This design comes from an exercise in tuning for small area on the open sky130 flow, not from production work. RTL that was checked went through simulation tests only; none was proved equivalent to the original. Power and IR drop assume default switching activity.

## run 1
## eeprom_seq
module eeprom_seq (
    input             clk,
    input             rst,
    input             cmd_valid,
    output            cmd_ready,
    input      [31:0] cmd_word,
    input             buf_we,
    input             buf_sel,
    input      [4:0]  buf_idx,
    input      [22:0] buf_wdata,
    input      [4:0]  rbuf_idx,
    output     [7:0]  rbuf_data,
    input             map_ok,
    input             term_req,
    output reg        ev_valid,
    input             ev_ready,
    output reg [3:0]  ev_kind,
    output reg [31:0] ev_arg,
    input      [31:0] ev_lev,
    output     [31:0] status,
    output     [31:0] err_info,
    output     [14:0] err_addr
);
==> flow/config.mk <==
export PLATFORM = sky130hd
export DESIGN_NAME = eeprom_seq
export DESIGN_NICKNAME = eeprom_seq
export VERILOG_FILES = /design/flow/design.v
export SDC_FILE = /design/flow/constraint.sdc
export NUM_CORES = 4
export LEC_CHECK = 0
export ABC_AREA = 1
export CAP_MARGIN = 20
export CORE_MARGIN = 2
export CORE_UTILIZATION = 65
export SLEW_MARGIN = 20
==> flow/constraint.sdc <==
create_clock -name core_clock -period 10.0 [get_ports {clk}]
set_input_delay 2.0000 -clock core_clock [delete_from_list [all_inputs] [get_ports {clk}]]
set_output_delay 2.0000 -clock core_clock [all_outputs]
set_load 0.01 [all_outputs]
standard.sh (not shown) runs the stock make flow with config.mk's settings and CLKGATE_MAP_FILE= SYNTH_SCRIPT=/design/flow/synth_recipe.tcl, a recipe that flattens the netlist after the stock synthesis.
==> flow/flow/run.sh <==
#!/bin/bash
# The standard layout (standard.sh) with three changes:
#  - synthesis is synth_recipe.tcl with only the abc technology-mapping
#    script swapped for an area-recovery one (flow/area.abc); registers
#    are mapped before abc, so they come out exactly as in the standard
#    synthesis;
#  - clock tree synthesis adds no dummy balancing loads and builds leaf
#    clusters of up to 16 registers within 50 um, from clkbuf_8;
#  - every input and output port still gets its own buffer, but buf_1
#    instead of clkdlybuf4s50_1.
set -euo pipefail
HERE=$(pwd)
export CUSTOM_ABC_SCRIPT="$HERE/flow/area.abc"
export CTS_ARGS="-sink_clustering_enable -repair_clock_nets -dont_use_dummy_load -sink_clustering_size 16 -sink_clustering_max_diameter 50 -buf_list {sky130_fd_sc_hd__clkbuf_8}"
export BUFFER_PORTS_ARGS="-inputs -outputs -buffer_cell sky130_fd_sc_hd__buf_1"
sed "s|SYNTH_SCRIPT=[^ ]*|SYNTH_SCRIPT=$HERE/flow/area_synth.tcl|" standard.sh > area_standard.sh
grep -q "SYNTH_SCRIPT=$HERE/flow/area_synth.tcl" area_standard.sh
bash area_standard.sh > standard_flow.log 2>&1
==> flow/flow/area.abc <==
strash
dch
map -a
strash
dch
map -a
strash
dch
map -a
topo
==> flow/flow/area_synth.tcl <==
proc synth {args} { yosys synth -nofsm -noshare {*}$args }
proc abc {args} {
  set i [lsearch -exact $args -script]
  if {$i >= 0 && [info exists ::env(CUSTOM_ABC_SCRIPT)]} {
    set args [lreplace $args [expr {$i+1}] [expr {$i+1}] $::env(CUSTOM_ABC_SCRIPT)]
  }
  yosys abc {*}$args
}
source $::env(SCRIPTS_DIR)/synth.tcl
# left out here: clear keep_hierarchy, flatten, clean up, hide names made inside functions, write 1_2_yosys.v
Run 1: no failed stages, no open violations at the end
Input-level comparison between run 2 and run 1:
--- a/flow/design.v
+++ b/flow/design.v
@@ -216,71 +216,44 @@
             end
         endcase
     end
     wire j_in_len = (c_len[6:5] != 2'b00) || (ph < c_len[4:0]);
     wire need_flag = op_pairs ? pr_head[23] : pb_head[8];
     wire [4:0] wrow = buf_idx - ph - 5'd1;    
-    reg        hw_v;                          
-    reg        hw_sel;
-    reg [4:0]  hw_idx;
-    reg [22:0] hw_data;
-    wire [4:0] hrow = hw_idx - ph - 5'd1;     
-    always @(posedge clk) begin
-        hw_v    <= buf_we && wrow[0];
-        hw_sel  <= buf_sel;
-        hw_idx  <= buf_idx;
-        hw_data <= buf_wdata;
-    end
     wire [4:0] rrow = rbuf_idx - ph;          
     reg [7:0] rb_row [0:31];
     integer q;
     always @(*) for (q = 0; q < 32; q = q + 1) rb_row[q] = rb[q*8 +: 8];
     assign rbuf_data = rb_row[rrow];
     wire clr_flags = (state == S_RSTCLR);
     wire sq_we = (state == S_SCAN) && comp_we;
     wire at_i  = (ph == cnt);
     wire rb_we = (state == S_CP) && op_read && at_i;
     wire [22:0] sq_tail = sq_we ? src_word : sq_head;
+    wire [8:0]  pb_tail = {pb_head[8] & !clr_flags, pb_head[7:0]};
+    wire [23:0] pr_tail = {pr_head[23] & !clr_flags, pr_head[22:0]};
     wire [7:0]  rb_tail = rb_we ? r[22:15] : rb[7:0];
     always @(posedge clk) begin
         sq <= {sq_tail, sq[32*23-1:23]};
         rb <= {rb_tail, rb[32*8-1:8]};
     end
-    function pol;
-        input integer p;
-        begin
-            pol = (p % 4 == 1) || (p % 4 == 2);
-        end
-    endfunction
     integer p;
-    reg [8:0]  pb_in;
-    reg [23:0] pr_in;
-    reg        d_b, d_r, h_b, h_r;
     always @(posedge clk) begin
         for (p = 0; p < 32; p = p + 1) begin
-            if (p % 2 == 1) begin
-                pb[p*9 +: 9]   <= pb[((p+1)%32)*9 +: 9];
-                pr[p*24 +: 24] <= pr[((p+1)%32)*24 +: 24];
-            end else begin
-                d_b = buf_we && !buf_sel && wrow == p;
-                d_r = buf_we &&  buf_sel && wrow == p;
-                h_b = hw_v && !hw_sel && hrow == p && !d_b;
-                h_r = hw_v &&  hw_sel && hrow == p && !d_r;
-                pb_in = pb[(p+1)*9 +: 9]   ^ {9{pol(p+1)}};
-                pr_in = pr[(p+1)*24 +: 24] ^ {24{pol(p+1)}};
-                if (p == 30) begin
-                    pb_in[8]  = pb_in[8]  & !clr_flags;
-                    pr_in[23] = pr_in[23] & !clr_flags;
-                end
-                pb_in = ({9{d_b}} & {1'b1, buf_wdata[7:0]}) | ({9{h_b}} & {1'b1, hw_data[7:0]})
-                      | ({9{!(d_b || h_b)}} & pb_in);
-                pr_in = ({24{d_r}} & {1'b1, buf_wdata}) | ({24{h_r}} & {1'b1, hw_data})
-                      | ({24{!(d_r || h_r)}} & pr_in);
-                pb[p*9 +: 9]   <= pb_in ^ {9{pol(p)}};
-                pr[p*24 +: 24] <= pr_in ^ {24{pol(p)}};
-            end
+            if (buf_we && !buf_sel && wrow == p)
+                pb[p*9 +: 9] <= {1'b1, buf_wdata[7:0]};
+            else if (p == 31)
+                pb[p*9 +: 9] <= pb_tail;
+            else
+                pb[p*9 +: 9] <= pb[(p+1)*9 +: 9];
+            if (buf_we && buf_sel && wrow == p)
+                pr[p*24 +: 24] <= {1'b1, buf_wdata};
+            else if (p == 31)
+                pr[p*24 +: 24] <= pr_tail;
+            else
+                pr[p*24 +: 24] <= pr[(p+1)*24 +: 24];
         end
     end
     wire cfg_dir = (c_op == OP_INIT) || (c_op == OP_CFG_DOUT);
     always @(*) begin
         ev_valid = 1'b1;
         ev_kind  = 4'd0;
Findings:
- Switching power summed over all nets ended up about 24% higher on run 2 than on run 1.
- Relative to run 1, run 2 improves number of violations reported at the end of detailed-routing iteration 0.
- Run 1 has a higher met2 layer usage reported by global route than run 2.
- From run 1 to run 2 the numbers moved as follows: minimum period implied by the final worst setup slack barely changed, wire length dropped about 11%.
- Synthesis left run 2 with fewer flip-flops than run 1.
- Run 2 vs run 1: sequential power up by a few percent
- Simple logic cell fraction of the synthesized area: run 2 > run 1
- Lower sequential area share after synthesis was reported by run 2, not run 1.
- Run 2 vs. run 1: diode insertion count for antenna repair moved down; register-to-register slack decreased by 0.25 ns relative to the old numbers.
- Design area: run 2 > run 1
- Global-route usage: lower on run 2
For run 1, only the layout was checked, not whether the RTL still works.

[re-timing with driven ports]
The flow's constraints put no driver on any port. The routed layouts listed below were extracted and timed again, unchanged, in two steps.
Step 1 assumes that a clkbuf_16 drives the clock port and a buf_2 every other input.
Step 2 also shifts input and output timing later by t, the mid clock arrival at the registers, as if the neighbouring blocks saw the same clock.
Slacks: ideal ports / drivers / drivers and shift; pairs: ideal ports / drivers.
| run | shift t [ns] | setup WS [ns] | worst hold slack (ns) | slew at the worst register clock pin (ns) |
|---|---|---|---|---|
| run 1 | 0.899 | 2.237 / 2.167 / 2.298 | 0.274 / 0.274 / 0.274 | 0.10 / 0.10 |
| run 2 | 0.901 | 2.237 / 2.215 / 2.215 | 0.283 / 0.283 / 0.283 | 0.10 / 0.10 |
After both steps every run listed still meets setup and hold. For run 2, which loses most, drivers alone change the setup slack by -0.022 ns; drivers and shift together by -0.022 ns.
